Background: an optimization exercise with open tools, aiming at small area, a short achievable clock period and few clock cycles. Do not read the settings as production practice. The RTL was checked by simulation tests, not by an equivalence proof against the original design. Power figures rest on the tool's default switching activity, not on a simulated workload.

--- design/flow/run.sh ---
#!/bin/bash
# synth_recipe.tcl (not shown) runs the flow's synth.tcl, then flattens the netlist and writes it again
# the make line also repeats each setting of config.mk as NAME=value (left out here)
make -C /OpenROAD-flow-scripts/flow DESIGN_CONFIG=/design/flow/config.mk WORK_HOME=/design/flow/orfs CLKGATE_MAP_FILE= SYNTH_SCRIPT=/design/flow/synth_recipe.tcl finish
--- design/flow/config.mk ---
export PLATFORM = sky130hd
export DESIGN_NAME = bce_core
export DESIGN_NICKNAME = bce_core
export VERILOG_FILES = /design/flow/design.v
export SDC_FILE = /design/flow/constraint.sdc
export NUM_CORES = 4
export LEC_CHECK = 0
export CAP_MARGIN = 20
export CORE_MARGIN = 2
export CORE_UTILIZATION = 40
export SLEW_MARGIN = 20
--- design/flow/constraint.sdc ---
create_clock -name core_clock -period 5.0 [get_ports {clk}]
set_input_delay 1.0000 -clock core_clock [delete_from_list [all_inputs] [get_ports {clk}]]
set_output_delay 1.0000 -clock core_clock [all_outputs]
set_load 0.01 [all_outputs]
--- design/flow/design.v ---
module bce_core (
    input  wire        clk,
    input  wire        rst,           
    input  wire        start,         
    output wire        ready,         
    output wire        done,          
    output wire [1:0]  ev_kind,       
    output wire        mem_req,
    output wire        mem_we,
    output wire [11:0] mem_addr,
    output wire [15:0] mem_wdata,
    input  wire        mem_gnt,
    input  wire [15:0] mem_rdata,     
    input  wire        io_inpr_we,    
    input  wire [7:0]  io_inpr,
    input  wire        io_fgi_set,    
    input  wire        io_fgo_set,    
    output wire [15:0] ac,
    output wire [11:0] pc,
    output wire        e,
    output wire        carry,
    output wire        stop,
    output wire        ien,
    output wire        fgi,
    output wire        fgo,
    output wire [7:0]  outr
);
    localparam [1:0] EV_EXEC = 2'd0, EV_INT = 2'd1, EV_FAULT = 2'd2, EV_HALT = 2'd3;
    localparam [2:0] OP_AND = 3'd0, OP_ADD = 3'd1, OP_LDA = 3'd2, OP_STA = 3'd3,
                     OP_BUN = 3'd4, OP_BSA = 3'd5, OP_ISZ = 3'd6;
    reg [15:0] ac_r;
    reg [11:0] pc_r;
    reg [7:0]  inpr_r, outr_r;
    reg        e_r, carry_r, stop_r, ien_r, fgi_r, fgo_r;
    reg        s_f1;      
    reg        s_ind;     
    reg        s_op;      
    reg        s_wr;      
    reg        done_r;    
    reg [1:0]  ev_r;
    reg        iv;        
    reg [2:0]  op_r;      
    reg [11:0] ar_r;      
    wire s_idle = ~(s_f1 | s_ind | s_op | s_wr);
    wire [15:0] w      = mem_rdata;
    wire        w_i    = w[15];
    wire [2:0]  w_op   = w[14:12];
    wire        w_rr   = (w_op == 3'd7);
    wire [11:0] w_code = w[11:0];
    wire [3:0]  grp_any;
    wire [3:0]  grp_mul;
    genvar g;
    generate
        for (g = 0; g < 4; g = g + 1) begin : oh
            wire [2:0] b = w_code[3*g +: 3];
            assign grp_any[g] = |b;
            assign grp_mul[g] = (b[0] & b[1]) | (b[0] & b[2]) | (b[1] & b[2]);
        end
    endgenerate
    wire any_mul  = |grp_mul;
    wire grp_one  = (grp_any == 4'b0001) | (grp_any == 4'b0010) |
                    (grp_any == 4'b0100) | (grp_any == 4'b1000);
    wire lo_zero  = ~(grp_any[0] | grp_any[1]);
    wire w_legal  = grp_one & ~any_mul & (~w_i | lo_zero);
    wire [11:0] pc1    = pc_r + 12'd1;
    wire [11:0] pc2    = pc_r + 12'd2;
    wire [16:0] inc    = {1'b0, ac_r} + 17'd1;
    wire        ac_z   = (ac_r == 16'h0000);
    wire        int_go = ien_r & (fgi_r | fgo_r);
    wire skip_rr = w_code[4] & ~ac_r[15] | w_code[3] & ac_r[15] |
                   w_code[2] & ac_z      | w_code[1] & ~e_r;
    wire skip_io = w_code[9] & fgi_r | w_code[8] & fgo_r;
    wire w_skip  = w_i ? skip_io : skip_rr;
    reg [15:0] rr_ac;
    reg        rr_e, rr_carry, rr_ien, rr_fgi, rr_fgo, rr_stop, rr_outr_we;
    always @(*) begin
        rr_ac      = ac_r;
        rr_e       = e_r;
        rr_carry   = carry_r;
        rr_ien     = ien_r;
        rr_fgi     = fgi_r;
        rr_fgo     = fgo_r;
        rr_stop    = stop_r;
        rr_outr_we = 1'b0;
        if (w_i) begin
            if (w_code[11]) begin rr_ac = {ac_r[15:8], inpr_r}; rr_fgi = 1'b0; end
            if (w_code[10]) begin rr_outr_we = 1'b1; rr_fgo = 1'b0; end
            if (w_code[7])  rr_ien = 1'b1;
            if (w_code[6])  rr_ien = 1'b0;
        end else begin
            if (w_code[11]) rr_ac = 16'h0000;
            if (w_code[10]) rr_e  = 1'b0;
            if (w_code[9])  rr_ac = ~ac_r;
            if (w_code[8])  rr_e  = ~e_r;
            if (w_code[7])  begin rr_ac = {e_r, ac_r[15:1]}; rr_e = ac_r[0]; end
            if (w_code[6])  begin rr_ac = {ac_r[14:0], e_r}; rr_e = ac_r[15]; end
            if (w_code[5])  begin rr_ac = inc[15:0]; rr_e = inc[16]; rr_carry = inc[16]; end
            if (w_code[0])  rr_stop = 1'b1;
        end
    end
    wire f1_go    = s_f1 & ~stop_r & ~int_go & iv;
    wire f1_halt  = s_f1 & stop_r;
    wire f1_rr    = f1_go & w_rr & w_legal;
    wire f1_bun   = f1_go & (w[15:12] == 4'b0100);
    wire ind_bun  = s_ind & iv & (op_r == OP_BUN);
    wire op_fast  = s_op & iv & (op_r == OP_AND | op_r == OP_LDA);
    wire c_done   = f1_halt | f1_rr | f1_bun | ind_bun | op_fast;
    assign done    = done_r | c_done;
    assign ready   = s_idle | c_done;
    assign ev_kind = s_idle ? ev_r : {f1_halt, f1_halt};
    wire [15:0] rd1 = mem_rdata + 16'd1;    
    reg        we_c;
    reg [11:0] addr_c;
    reg [15:0] wdata_c;
    always @(*) begin
        we_c    = 1'b0;
        addr_c  = pc_r;
        wdata_c = ac_r;
        if (s_f1) begin
            if (stop_r) begin
                addr_c = pc_r;
            end else if (int_go) begin
                we_c    = 1'b1;
                addr_c  = 12'h000;
                wdata_c = {4'h0, pc_r};
            end else if (iv) begin
                we_c    = ~w_i & (w_op == OP_STA | w_op == OP_BSA);
                addr_c  = w_rr ? (w_skip ? pc2 : pc1) : w_code;
                wdata_c = w[13] ? ac_r : {4'h0, pc1};
            end
        end else if (s_ind) begin
            addr_c  = iv ? w_code : ar_r;
            we_c    = iv & (op_r == OP_STA | op_r == OP_BSA);
            wdata_c = (op_r == OP_STA) ? ac_r : {4'h0, pc_r};
        end else if (s_op) begin
            addr_c  = (iv & (op_r == OP_AND | op_r == OP_LDA)) ? pc_r : ar_r;
            we_c    = iv & (op_r == OP_ISZ);
            wdata_c = rd1;
        end else if (s_wr) begin
            we_c    = 1'b1;
            addr_c  = ar_r;
            wdata_c = (op_r == OP_STA) ? ac_r : {4'h0, pc_r};
        end
    end
    assign mem_req   = 1'b1;           
    assign mem_we    = we_c;
    assign mem_addr  = addr_c;
    assign mem_wdata = wdata_c;
    wire f1_rrw = s_f1 & ~stop_r & w[13];    
    wire op_and = (op_r == OP_AND);
    assign ac    = s_op ? (op_and ? (ac_r & mem_rdata) : mem_rdata) :
                   f1_rrw ? rr_ac : ac_r;
    assign pc    = addr_c;
    assign e     = f1_rrw ? rr_e     : e_r;
    assign carry = f1_rrw ? rr_carry : carry_r;
    assign stop  = f1_rrw ? rr_stop  : stop_r;
    assign ien   = f1_rrw ? rr_ien   : ien_r;
    assign fgi   = f1_rrw ? rr_fgi   : fgi_r;
    assign fgo   = f1_rrw ? rr_fgo   : fgo_r;
    assign outr  = (f1_rrw & rr_outr_we) ? ac_r[7:0] : outr_r;
    wire [16:0] sum = {1'b0, ac_r} + {1'b0, mem_rdata};
    wire        go_next = start & ready;
    always @(posedge clk) begin
        iv <= mem_gnt & ~we_c;
        if (rst) begin
            s_f1    <= 1'b0;
            s_ind   <= 1'b0;
            s_op    <= 1'b0;
            s_wr    <= 1'b0;
            done_r  <= 1'b0;
            ac_r    <= 16'h0000;
            pc_r    <= 12'h000;
            inpr_r  <= 8'h00;
            outr_r  <= 8'h00;
            e_r     <= 1'b0;
            carry_r <= 1'b0;
            stop_r  <= 1'b0;
            ien_r   <= 1'b0;
            fgi_r   <= 1'b0;
            fgo_r   <= 1'b0;
        end else begin
            done_r <= 1'b0;
            if (f1_rr) begin
                ac_r    <= rr_ac;
                e_r     <= rr_e;
                carry_r <= rr_carry;
                stop_r  <= rr_stop;
                ien_r   <= rr_ien;
                fgi_r   <= rr_fgi;
                fgo_r   <= rr_fgo;
                if (rr_outr_we) outr_r <= ac_r[7:0];
                pc_r    <= addr_c;
            end
            if (f1_bun | ind_bun) pc_r <= w_code;
            if (op_fast) ac_r <= op_and ? (ac_r & mem_rdata) : mem_rdata;
            if (ready) begin
                if (io_inpr_we) inpr_r <= io_inpr;
                if (io_fgi_set) fgi_r  <= 1'b1;
                if (io_fgo_set) fgo_r  <= 1'b1;
            end
            if (s_idle) begin
                if (start) s_f1 <= 1'b1;
            end
            if (s_f1) begin
                if (stop_r) begin
                    s_f1 <= go_next;
                end else if (int_go) begin
                    if (mem_gnt) begin
                        pc_r   <= 12'h001;
                        ien_r  <= 1'b0;
                        ev_r   <= EV_INT;
                        done_r <= 1'b1;
                        s_f1   <= 1'b0;
                    end
                end else if (iv) begin
                    op_r <= w_op;
                    ar_r <= w_code;
                    if (w_rr) begin
                        if (w_legal) begin
                            s_f1 <= go_next;
                        end else begin
                            stop_r <= 1'b1;
                            pc_r   <= pc1;
                            ev_r   <= EV_FAULT;
                            done_r <= 1'b1;
                            s_f1   <= 1'b0;
                        end
                    end else if (w_i) begin
                        pc_r  <= pc1;
                        s_f1  <= 1'b0;
                        s_ind <= 1'b1;
                    end else begin
                        case (w_op)
                            OP_BUN: s_f1 <= go_next;
                            OP_STA, OP_BSA: begin
                                s_f1 <= 1'b0;
                                if (mem_gnt) begin
                                    pc_r   <= (w_op == OP_BSA) ? w_code + 12'd1 : pc1;
                                    ev_r   <= EV_EXEC;
                                    done_r <= 1'b1;
                                end else begin
                                    pc_r <= pc1;
                                    s_wr <= 1'b1;
                                end
                            end
                            default: begin
                                pc_r <= pc1;
                                s_f1 <= 1'b0;
                                s_op <= 1'b1;
                            end
                        endcase
                    end
                end
            end
            if (s_ind & iv) begin
                ar_r <= w_code;
                case (op_r)
                    OP_BUN: begin
                        s_ind <= 1'b0;
                        s_f1  <= go_next;
                    end
                    OP_STA, OP_BSA: begin
                        s_ind <= 1'b0;
                        if (mem_gnt) begin
                            if (op_r == OP_BSA) pc_r <= w_code + 12'd1;
                            ev_r   <= EV_EXEC;
                            done_r <= 1'b1;
                        end else begin
                            s_wr <= 1'b1;
                        end
                    end
                    default: begin
                        s_ind <= 1'b0;
                        s_op  <= 1'b1;
                    end
                endcase
            end
            if (s_op & iv) begin
                case (op_r)
                    OP_AND, OP_LDA: begin
                        s_op <= 1'b0;
                        s_f1 <= go_next;
                    end
                    OP_ADD: begin
                        ac_r    <= sum[15:0];
                        carry_r <= sum[16];
                        e_r     <= sum[16];
                        ev_r    <= EV_EXEC;
                        done_r  <= 1'b1;
                        s_op    <= 1'b0;
                    end
                    default: begin                        
                        if (mem_gnt) begin
                            if (mem_rdata == 16'hFFFF) pc_r <= pc1;
                            ev_r   <= EV_EXEC;
                            done_r <= 1'b1;
                            s_op   <= 1'b0;
                        end
                    end
                endcase
            end
            if (s_wr & mem_gnt) begin
                if (op_r == OP_BSA) pc_r <= ar_r + 12'd1;
                ev_r   <= EV_EXEC;
                done_r <= 1'b1;
                s_wr   <= 1'b0;
            end
        end
    end
endmodule
==> flow_metrics.env, run 1 <==
export IMPL_fin_ws_ps=162
export IMPL_h_tree_depth=3
export IMPL_clk_latency_ps=360
export IMPL_cpPeakStageDelay_ps=500
export IMPL_cp_required_ps=4000
export IMPL_crit_chain="clkdlybuf4s50_1, nor4b_2, nand4_1, a21oi_4, mux2_2, nand4_1, a21oi_1, a2bb2oi_1, a221o_1, clkdlybuf4s50_1"
export IMPL_final_min_clock_period_ps=4840
export IMPL_slew_headroom_pct=35.8
export IMPL_hpwl_um=30400
export IMPL_synth_top_family_by_area="compound AO/OA/AOI/OAI gates"
export IMPL_worst_setup_path_start_kind="input pin"
export IMPL_finalPower_w=0.00202
export IMPL_placed_cells=1673
export IMPL_setup_violations_final=0
export IMPL_nNetsFinal=1456
export IMPL_grt_first_pass_wirelength_um=61700
export IMPL_ctsRootBufferMaster="clkbuf_16"
export IMPL_fp_coreArea_um2=22400
export IMPL_drtIter0Drc=1359
export IMPL_crit_family="buffers and inverters"
export IMPL_seq_power_share_pct=31.9
export IMPL_seq_area_um2=1630
export IMPL_syn_area_um2=9080
export IMPL_p_leak_nw=4.00
export IMPL_io_pins=107
export IMPL_synth_compound_area_share_pct=33.6
export IMPL_multi_input_area_um2=6750
export IMPL_max_freq_mhz=207
export IMPL_synth_seq_cells=73
export IMPL_peakVddDrop_mv=0.155
export IMPL_crit_path_end_kind="primary output"
export IMPL_synth_edf_count=17
export IMPL_die_w_um=155
export IMPL_synth_xor_area_share_pct=4.82
export IMPL_power_switching_w=0.000702
export IMPL_ys_warn_count=1
export IMPL_dieHeight_um=155
export IMPL_power_density_nw_per_um2=185
export IMPL_clkPwrFrac_pct=38.2
export IMPL_postLayoutCellArea_um2=11000
export IMPL_cts_hold_buffers_added=0
export IMPL_synth_net_count=1392
export IMPL_grt_max_degree=45
export IMPL_slew_viol_final=0
export IMPL_synthSimpleGateAreaFrac_pct=24.2
export IMPL_fin_crit_sh_pct=96.8
export IMPL_yosys_area_share_adder_pct=3.53
export IMPL_critPathKind="in2out"
export IMPL_slowest_stage="clkdlybuf4s50_1"
export IMPL_seq_area_frac_synth_pct=18.0
export IMPL_final_antenna_net_count=0
export IMPL_synthFlopType="dfxtp_1"
export IMPL_arrival_ps=3840
export IMPL_status="finished clean"
export IMPL_syn_area_per_cell_um2=6.80
export IMPL_start_util_pct=40.5
export IMPL_portBuffers=105
export IMPL_dpl_instance_area_um2=10600
export IMPL_tns_ps=0
export IMPL_first_global_vias=9924
export IMPL_cts_buffers=9
export IMPL_grt_overflow_total=0
export IMPL_ctsLongestPathBuffers=2
export IMPL_worstMarginPinSlew_ps=954
export IMPL_rows=55
export IMPL_grt_use_total_pct=33.3
export IMPL_swShare_pct=34.7
export IMPL_route_detailed_drc=0
export IMPL_avgRoutedWirePerCell_um=24.2
export IMPL_pwr_share_comb_pct=29.9
export IMPL_maxCapViolCount=0
export IMPL_place_congestion=1.05
export IMPL_finClkSkew_ps=12.5
export IMPL_vias_per_cell=6.58
export IMPL_synth_distinct_cells=88
export IMPL_antenna_found_initial=0
export IMPL_netlist_instances=1336
export IMPL_post_place_ws_ps=102
export IMPL_area_delta_synth_final_pct=20.6
export IMPL_worst_path_buf_inv=2
export IMPL_diodes=0
export IMPL_path_clk_slew_ps=70
export IMPL_finalHoldViolCount=0
export IMPL_synth_area_mux_share_pct=7.91
export IMPL_drive_above_1_share_pct=11.1
export IMPL_intPower_w=0.00132
export IMPL_routed_wl_um=40800
export IMPL_clkSinkCount=73
export IMPL_num_fill_cells=2323
export IMPL_vias=11100
export IMPL_rsz0062_at_grt="no"
export IMPL_cts_tree="done"
export IMPL_die_area_um2=23900
export IMPL_cp_max_fo=5
export IMPL_holdCritPathClass="reg2reg"
export IMPL_first_pass_iters=6
export IMPL_ys_async_sr_fraction_pct=0
export IMPL_layout_cells_non_filler=1690
-- power groups by stage --
stage               combinational [W]  clock (W)  sequential (W)
floorplan                    0.000346          0        0.000646
global placement             0.000584          0        0.000658
detailed placement           0.000584          0        0.000658
CTS                          0.000587   0.000779        0.000645
global route                 0.000644   0.000800        0.000648
finish                       0.000605   0.000773        0.000646
-- per-layer routing --
| metal | vias up | share of wire (%) | global-route usage, % |
|---|---|---|---|
| met5 | - | 0 | 0 |
| met4 | 0 | 3.1 | 11.5 |
| met3 | 78 | 11 | 7.20 |
| met2 | 693 | 42 | 49.1 |
| met1 | 5306 | 44 | 47.8 |
| li1 | 5045 | - | - |
-- cells in the mapped netlist, types with 27 or more instances --
| cell type | n | area (µm²) |
|---|---|---|
| nand2_1 | 178 | 668 |
| a21oi_1 | 131 | 656 |
| o21ai_0 | 120 | 601 |
| nor2_1 | 105 | 394 |
| clkbuf_1 | 94 | 353 |
| nand3_1 | 62 | 310 |
| dfxtp_1 | 56 | 1120 |
| mux2i_1 | 47 | 470 |
| a211oi_1 | 29 | 218 |
| o22ai_1 | 29 | 181 |
| xnor2_1 | 28 | 245 |
| inv_1 | 27 | 101 |
-- final timing paths --
check	from	end	slack [ps]	cells after the start
setup / recovery	mem_rdata[2]	pc[10]	160	10
hold / removal	inpr_r[3]	inpr_r[3]	450	2
setup reg to reg	fgo_r	pc_r[3]	1310	9
hold reg to reg	inpr_r[3]	inpr_r[3]	450	2
-- metrics by stage --
stage / hold slack (ps) / utilization [%]
finish: 454 / 48.8
global route: 471 / 48.8
CTS: 458 / 48.7
detailed placement: 447 / 47.2
global placement: 434 / 47.2
floorplan: 428 / -
-- layout make-up --
class	instances	area share, %
multi-input combinational	1092	61.6
inverter	29	0.993
timing repair buffer	195	16.1
sequential	73	14.9
tap	285	3.25
clock inverter	5	0.594
clock buffer	11	2.51
-- registers in the layout, summed over array words and instances (netlist names), 2 cells and up --
signal,count
ac_r,16
ar_r,12
pc_r,12
inpr_r,8
outr_r,8
op_r,3
ev_r,2
-- kinds of logic after synthesis --
| family | Yosys count |
|---|---|
| compound gates | 474 |
| simple gates | 473 |
| buf+inv | 171 |
| flops | 73 |
| mux | 69 |
| xor+xnor | 50 |
| fa+ha+maj | 25 |
| other cells | 1 |
-- worst min-delay path: stages (launching register included) --
cell and delay [ps]:
dfxtp_1 310, nand2_1 50, a21oi_1 50
-- what timing repair did --
action	in CTS	in global routing
buffers inserted	0	1
resized for setup	0	6
setup endpoints to repair	0	6
-- layout by cell type (no fill, tap or decap), types with 24 or more instances in the layout --
master,instances
dfxtp_1,56
nor2_1,105
buf_4,87
o21ai_0,119
a211oi_1,29
a21oi_1,131
ha_1,24
o22ai_1,29
nand3_1,62
mux2i_1,47
clkdlybuf4s50_1,103
nand2_1,178
xnor2_1,28
inv_1,27
Testbench counts, summed over its fixed seeds: cycles 135,199.
==> inputs of run 2 (changes only) <==
--- a/design/flow/config.mk
+++ b/design/flow/config.mk
@@ -8,4 +8,5 @@
 export CAP_MARGIN = 20
 export CORE_MARGIN = 2
 export CORE_UTILIZATION = 40
+export SETUP_SLACK_MARGIN = 1.5
 export SLEW_MARGIN = 20
==> run 2 against run 1 <==
  * Count of clock-buffer cells in the layout decreased by 1
  * Non-clock buffer count increased by 125
  * Utilization increased by 9.7 points
  * Clock skew about the same
  * Synthesized cell count unchanged
  * Largest power group is now combinational cells
  * First-iteration DRC count increased by 29%
  * Highest routed layer unchanged
  * Sequential power about the same
  * Clock power decreased by 4.9%
  * Critical path depth increased by 1
  * Via count increased by 9.5%
  * Final area increased by 20%
  * Critical path type unchanged
==> flow_metrics.env, run 2 <==
export IMPL_status="finished clean"
export IMPL_diodes=0
export IMPL_final_antenna_net_count=0
export IMPL_whs_path_depth=2
export IMPL_worstMarginPinSlew_ps=1060
export IMPL_final_common_cell="nand2_1"
export IMPL_clkSinkCount=73
export IMPL_hpwl_um=34600
export IMPL_largest_reg_flops=16
export IMPL_route_detailed_drc=0
export IMPL_routed_wl_um=48600
export IMPL_synth_edf_count=17
export IMPL_die_area_um2=23900
export IMPL_grt_use_total_pct=39.4
export IMPL_dieHeight_um=155
export IMPL_rrSetupSlack_ps=1820
export IMPL_slew_headroom_pct=29.0
export IMPL_syn_area_um2=9080
export IMPL_worst_setup_path_start_kind="input pin"
export IMPL_crit_path_end_kind="primary output"
export IMPL_multi_input_area_um2=7890
export IMPL_syn_area_per_cell_um2=6.80
export IMPL_synth_distinct_cells=88
export IMPL_ys_async_sr_fraction_pct=0
export IMPL_ctsRootBufferMaster="clkbuf_16"
export IMPL_fin_ws_ps=918
export IMPL_synthFlopType="dfxtp_1"
export IMPL_first_global_vias=11200
export IMPL_cp_required_ps=4000
export IMPL_tns_ps=0
export IMPL_power_density_nw_per_um2=164
export IMPL_fin_crit_sh_pct=81.6
export IMPL_die_w_um=155
export IMPL_regMostFlops="ac_r"
export IMPL_rsz0062_at_grt="yes"
export IMPL_grt_overflow_total=0
export IMPL_synth_most_common_cell="nand2_1"
export IMPL_arrival_ps=3080
export IMPL_max_freq_mhz=245
export IMPL_r2r_cells=12
export IMPL_h_tree_depth=3
export IMPL_grt_max_degree=38
export IMPL_synth_net_count=1392
export IMPL_finClkSkew_ps=12.0
export IMPL_layout_cells_non_filler=1816
export IMPL_grt_first_pass_wirelength_um=71500
export IMPL_seq_area_um2=1660
export IMPL_avgRoutedWirePerCell_um=26.8
export IMPL_area_delta_synth_final_pct=44.5
export IMPL_drtIter0Drc=1754
export IMPL_finalHoldViolCount=0
export IMPL_synth_top_cell_area_share_pct=12.3
export IMPL_synth_top_area_cell="dfxtp_1"
export IMPL_seq_area_frac_synth_pct=18.0
export IMPL_maxCapViolCount=0
export IMPL_drive_above_1_share_pct=34.4
export IMPL_critPathCapture="mem_addr[10]"
export IMPL_rows=55
export IMPL_io_pins=107
export IMPL_ctsLongestPathBuffers=2
export IMPL_start_util_pct=40.5
export IMPL_peakVddDrop_mv=0.156
export IMPL_reg_top3="ac_r (16), ar_r (12), pc_r (12)"
export IMPL_cp_startpoint="mem_rdata[2]"
export IMPL_synth_seq_cells=73
export IMPL_vias=12200
export IMPL_critPathKind="in2out"
export IMPL_r2r_end="pc_r[4]"
export IMPL_netlist_instances=1336
export IMPL_antenna_found_initial=0
export IMPL_setup_violations_final=0
export IMPL_cts_buffers=9
export IMPL_netlist_top_cells_area="dfxtp_1 (12%), nand2_1 (7.4%), a21oi_1 (7.2%), o21ai_0 (6.6%), edfxtp_1 (5.6%)"
export IMPL_p_leak_nw=5.12
export IMPL_portBuffers=105
export IMPL_synth_commonest_cells="nand2_1 (178), a21oi_1 (131), o21ai_0 (120)"
export IMPL_post_place_ws_ps=179
export IMPL_slew_viol_final=0
export IMPL_path_clk_slew_ps=70
export IMPL_clk_latency_ps=360
export IMPL_final_min_clock_period_ps=4080
export IMPL_first_pass_iters=6
export IMPL_num_fill_cells=2153
export IMPL_final_cell_mix="nand2_1 (168), buf_4 (163), a21oi_1 (111), nor2_1 (89), o21ai_0 (84)"
export IMPL_nNetsFinal=1582
export IMPL_vias_per_cell=6.71
export IMPL_r2r_start="fgi_r"
export IMPL_fp_coreArea_um2=22400
export IMPL_placed_cells=1694
export IMPL_place_congestion=1.04
export IMPL_cts_tree="done"
export IMPL_ys_warn_count=1
export IMPL_cp_max_fo=4
export IMPL_holdCritPathClass="reg2reg"
## run 2: cell counts after synthesis
Identical to the previous run, type by type.
## run 2: kinds of logic after synthesis
kind of cell	share of synthesized area [%]
other	0.0413
AO/OA/AOI/OAI	33.6
XOR/XNOR	4.82
adder cells (fa/ha/maj)	3.53
AND/OR/NAND/NOR	24.2
buffers and inverters	8.00
flip-flops	18.0
multiplexers	7.91
## run 2: layer usage
metal  wire length (µm)  global-route usage, %
met4               2360                   16.2
met2              20600                   58.9
met3               5210                   6.72
met1              20500                   56.1
met5                  0                      0
## run 2: cell type report
cell class                      instances  area share, %
Inverter                               29          0.963
Sequential cell                        73           12.6
Timing Repair Buffer                  320           21.2
Tap cell                              285           2.72
Clock buffer                           10           1.82
Multi-Input combinational cell       1093           60.1
Clock inverter                          6          0.543
## run 2: timing repair
item,CTS,global route
pin swaps,72,73
cloned,2,0
setup buffers,69,35
setup endpoints to repair,122,70
hold buffers,0,0
gates resized for setup,503,134
## run 2: critical path, cell delays in order
cell and delay, ps:
buf_8 70, nor4b_4 170, nand4_1 260, a21oi_4 280, buf_6 120, mux2_4 320, nand4_1 160, a21oi_2 80
a2bb2oi_2 140, a221o_1 340, buf_2 150
## run 2: metrics by stage
step                      power (W)  utilization (%)  hold slack [ps]  cell area (µm²)
final                       0.00215             58.5              454            13100
after detailed placement    0.00126             48.1              445            10800
after global placement      0.00126             48.1              435            10800
after floorplan             0.00100                -              428             9200
after CTS                   0.00208             55.4              453            12400
after global routing        0.00221             58.5              474            13100
## run 2: how the worst min path moves through the flow
stage	start	end	slack, ps
finish	outr_r[3]	outr_r[3]	450
global route	outr_r[1]	outr_r[1]	470
CTS	outr_r[1]	outr_r[1]	450
detailed placement	outr_r[1]	outr_r[1]	450
global placement	outr_r[5]	outr_r[5]	430
floorplan	outr_r[2]	outr_r[2]	430
## run 2: report_power, final
group	internal (W)	switching [W]	leakage, nW
Combinational	0.000326	0.000440	4.35
Clock	0.000408	0.000327	0.154
Sequential	0.000622	0.0000275	0.619
==> inputs of run 3 (changes only) <==
==> design/flow/flow/run.sh (new file) <==
#!/bin/bash
# Standard ORFS layout, but the port buffers are a fast buffer cell instead of
# the slow delay cell buffer_ports picks by default.
set -euo pipefail
export BUFFER_PORTS_ARGS="-buffer_cell sky130_fd_sc_hd__buf_2"
bash standard.sh > standard_flow.log 2>&1
==> design/flow/standard.sh (new file) <==
#!/bin/bash
# synth_recipe.tcl (not shown) runs the flow's synth.tcl, then flattens the netlist and writes it again
# the make line also repeats each setting of config.mk as NAME=value (left out here)
make -C /OpenROAD-flow-scripts/flow DESIGN_CONFIG=/design/flow/config.mk WORK_HOME=/design/flow/orfs CLKGATE_MAP_FILE= SYNTH_SCRIPT=/design/flow/synth_recipe.tcl "${@:-finish}"
--- a/design/flow/config.mk
+++ b/design/flow/config.mk
@@ -8,5 +8,4 @@
 export CAP_MARGIN = 20
 export CORE_MARGIN = 2
 export CORE_UTILIZATION = 40
-export SETUP_SLACK_MARGIN = 1.5
 export SLEW_MARGIN = 20
removed: design/flow/run.sh
==> run 3 against run 2 <==
  * Still clean on timing, DRC and antenna
  * Combinational power shrank 31%
  * Clock power shrank 14%
  * Fmax shrank 7.0%
  * Register-to-register slack lost 590 ps
  * Critical path depth shrank 1
  * Area after synthesis is the same
  * Synthesized cell count is the same
  * Sequential cell count is the same
  * Via count shrank 9.7%
  * Count of clock-buffer cells in the layout grew 1
  * Total power shrank 16%
  * Utilization shrank 14 points
  * Critical path type unchanged
  * Largest cell class unchanged
  * Largest power group is now registers
==> flow_metrics.env, run 3 <==
export IMPL_slew_headroom_pct=35.2
export IMPL_clk_latency_ps=360
export IMPL_cp_required_ps=4000
export IMPL_synth_seq_cells=73
export IMPL_postLayoutCellArea_um2=10000
export IMPL_maxCapViolCount=0
export IMPL_num_fill_cells=2380
export IMPL_dieHeight_um=155
export IMPL_clkSinkCount=73
export IMPL_ctsRootBufferMaster="clkbuf_16"
export IMPL_synth_top_cell_area_share_pct=12.3
export IMPL_final_cell_mix="nand2_1 (178), a21oi_1 (131), o21ai_0 (120), nor2_1 (105), buf_2 (105)"
export IMPL_holdCritPathClass="reg2reg"
export IMPL_die_area_um2=23900
export IMPL_largest_reg_flops=16
export IMPL_syn_area_um2=9080
export IMPL_drive_above_1_share_pct=16.0
export IMPL_path_clk_slew_ps=60
export IMPL_avgRoutedWirePerCell_um=25.2
export IMPL_diodes=0
export IMPL_first_global_vias=9983
export IMPL_tns_ps=0
export IMPL_rsz0062_at_grt="no"
export IMPL_ys_async_sr_fraction_pct=0
export IMPL_finClkSkew_ps=14.4
export IMPL_final_min_clock_period_ps=4390
export IMPL_postCtsSetupRepairBufs=0
export IMPL_finalPower_w=0.00181
export IMPL_route_detailed_drc=0
export IMPL_routed_wl_um=41500
export IMPL_grt_overflow_total=0
export IMPL_setup_violations_final=0
export IMPL_final_common_cell="nand2_1"
export IMPL_synth_net_count=1392
export IMPL_synth_top_area_cell="dfxtp_1"
export IMPL_seq_area_um2=1630
export IMPL_synth_edf_count=17
export IMPL_slew_viol_final=0
export IMPL_max_freq_mhz=228
export IMPL_final_antenna_net_count=0
export IMPL_multi_input_area_um2=6740
export IMPL_portBuffers=105
export IMPL_vias_per_cell=6.67
export IMPL_cts_hold_buffers_added=0
export IMPL_arrival_ps=3390
export IMPL_vias=11000
export IMPL_reg_top3="ac_r (16), ar_r (12), pc_r (12)"
export IMPL_finalHoldViolCount=0
export IMPL_regMostFlops="ac_r"
export IMPL_start_util_pct=40.5
export IMPL_cts_tree="done"
export IMPL_synthFlopType="dfxtp_1"
export IMPL_power_density_nw_per_um2=181
export IMPL_dpl_instance_area_um2=9750
export IMPL_fin_crit_sh_pct=87.8
export IMPL_place_congestion=1.03
export IMPL_post_route_util_pct=44.6
export IMPL_die_w_um=155
export IMPL_worstMarginPinSlew_ps=969
export IMPL_h_tree_depth=3
export IMPL_synth_most_common_cell="nand2_1"
export IMPL_peakVddDrop_mv=0.146
export IMPL_nNetsFinal=1418
export IMPL_grt_use_total_pct=33.8
export IMPL_worst_setup_path_start_kind="input pin"
export IMPL_grt_first_pass_wirelength_um=62200
export IMPL_critPathKind="in2out"
export IMPL_netlist_top_cells_area="dfxtp_1 (12%), nand2_1 (7.4%), a21oi_1 (7.2%), o21ai_0 (6.6%), edfxtp_1 (5.6%)"
export IMPL_seq_area_frac_synth_pct=18.0
export IMPL_hpwl_um=29900
export IMPL_io_pins=107
export IMPL_rows=55
export IMPL_antenna_found_initial=0
export IMPL_synth_commonest_cells="nand2_1 (178), a21oi_1 (131), o21ai_0 (120)"
export IMPL_fp_coreArea_um2=22400
export IMPL_drtIter0Drc=1518
export IMPL_area_delta_synth_final_pct=10.1
export IMPL_first_pass_iters=6
export IMPL_syn_area_per_cell_um2=6.80
export IMPL_ctsLongestPathBuffers=2
export IMPL_synth_distinct_cells=88
export IMPL_p_leak_nw=3.86
export IMPL_crit_path_end_kind="primary output"
export IMPL_ys_warn_count=1
export IMPL_grt_max_degree=41
export IMPL_cp_max_fo=7
export IMPL_cts_buffers=9
export IMPL_status="finished clean"
export IMPL_cts_resized=0
export IMPL_netlist_instances=1336
## run 3: cell counts after synthesis
No cell type changed its count.
## run 3: final cells by class
cell class	instances	area share, %
clock buffers	11	2.33
clock inverters	4	0.225
inverters	29	1.09
multi-input cells	1092	67.3
flip-flops and latches	73	16.3
well taps	285	3.56
repair buffers	157	9.15
## run 3: metal layers
layer	vias up	share of wire (%)	wire length, µm	GRT usage, %
li1	4957	-	-	-
met1	5159	42	17500	47.2
met2	762	42	17500	49.8
met3	128	11	4720	7.85
met4	0	4.4	1820	14.5
met5	-	0	0	0
## run 3: path summary, 6_finish.rpt
kind,startpoint,endpoint,slack [ps],depth (start not counted)
max reg2reg,ac_r[2],carry_r,1230,10
min reg2reg,outr_r[5],outr_r[5],450,2
min,outr_r[5],outr_r[5],450,2
max,mem_rdata[2],mem_addr[10],610,10
## run 3: power breakdown
part | switching [W] | total, W | leakage, nW | internal (W)
logic | 0.000353 | 0.000529 | 3.13 | 0.000176
registers | 0.0000249 | 0.000647 | 0.611 | 0.000623
clock network | 0.000299 | 0.000631 | 0.125 | 0.000332
total | 0.000677 | 0.00181 | 3.86 | 0.00113
## run 3: cell families (layout without fill, tap and decap cells)
| group | after synthesis | after routing | synth area share, % |
|---|---|---|---|
| compound gates | 474 | 474 | 33.6 |
| xor+xnor | 50 | 50 | 4.82 |
| fa+ha+maj | 25 | 25 | 3.53 |
| buf+inv | 171 | 201 | 8.00 |
| flops | 73 | 73 | 18.0 |
| mux | 69 | 69 | 7.91 |
| other cells | 1 | 1 | 0.0413 |
| simple gates | 473 | 473 | 24.2 |
## run 3: through the flow
stage               setup WS, ps  hold slack [ps]  instances
finish                       611              450       1651
global route                 408              471       1651
CTS                          663              451       1651
detailed placement           655              443       1636
global placement             741              435       1636
floorplan                   1060              428       1336
## run 3: critical path, stage by stage
cell and delay [ps]:
buf_2 120, nor4b_1 280, nand4_1 270, a21oi_4 360, mux2_2 430, nand4_1 140, a21oi_1 80, a2bb2oi_1 170
a221o_1 390, buf_2 140

## afterwards: timing with drivers on the ports
No port has a modelled driver above. Below, the same layouts with a new extraction and two added sets of constraints.
Step 1 sets driving cells, clkbuf_16 on the clock port and buf_2 on the other inputs (assumed; they add their load-dependent delay and slew).
Step 2 adds t to the input delays and takes it off the output delays; t is the mean of the earliest and latest rising clock arrival at the registers after step 1. Input paths then give back, and output paths get back, about the clock's delay inside the block.
Slacks: ideal ports / drivers / drivers and shift; pairs: ideal ports / drivers.
| run | shift t [ns] | setup slack, ns | hold WS [ns] | worst setup path at the end | cell pins on the clock port's net |
|---|---|---|---|---|---|
| run 1 | 0.399 | 0.162 / 0.136 / 0.136 | 0.454 / 0.454 / 0.454 | input to output | 1 |
| run 2 | 0.404 | 0.918 / 0.869 / 0.869 | 0.454 / 0.454 / 0.454 | input to output | 1 |
| run 3 | 0.402 | 0.611 / 0.588 / 0.588 | 0.450 / 0.450 / 0.450 | input to output | 1 |
After both steps every run listed still meets setup and hold. For run 2, which loses most, drivers alone change the setup slack by -0.049 ns; drivers and shift together by -0.049 ns.
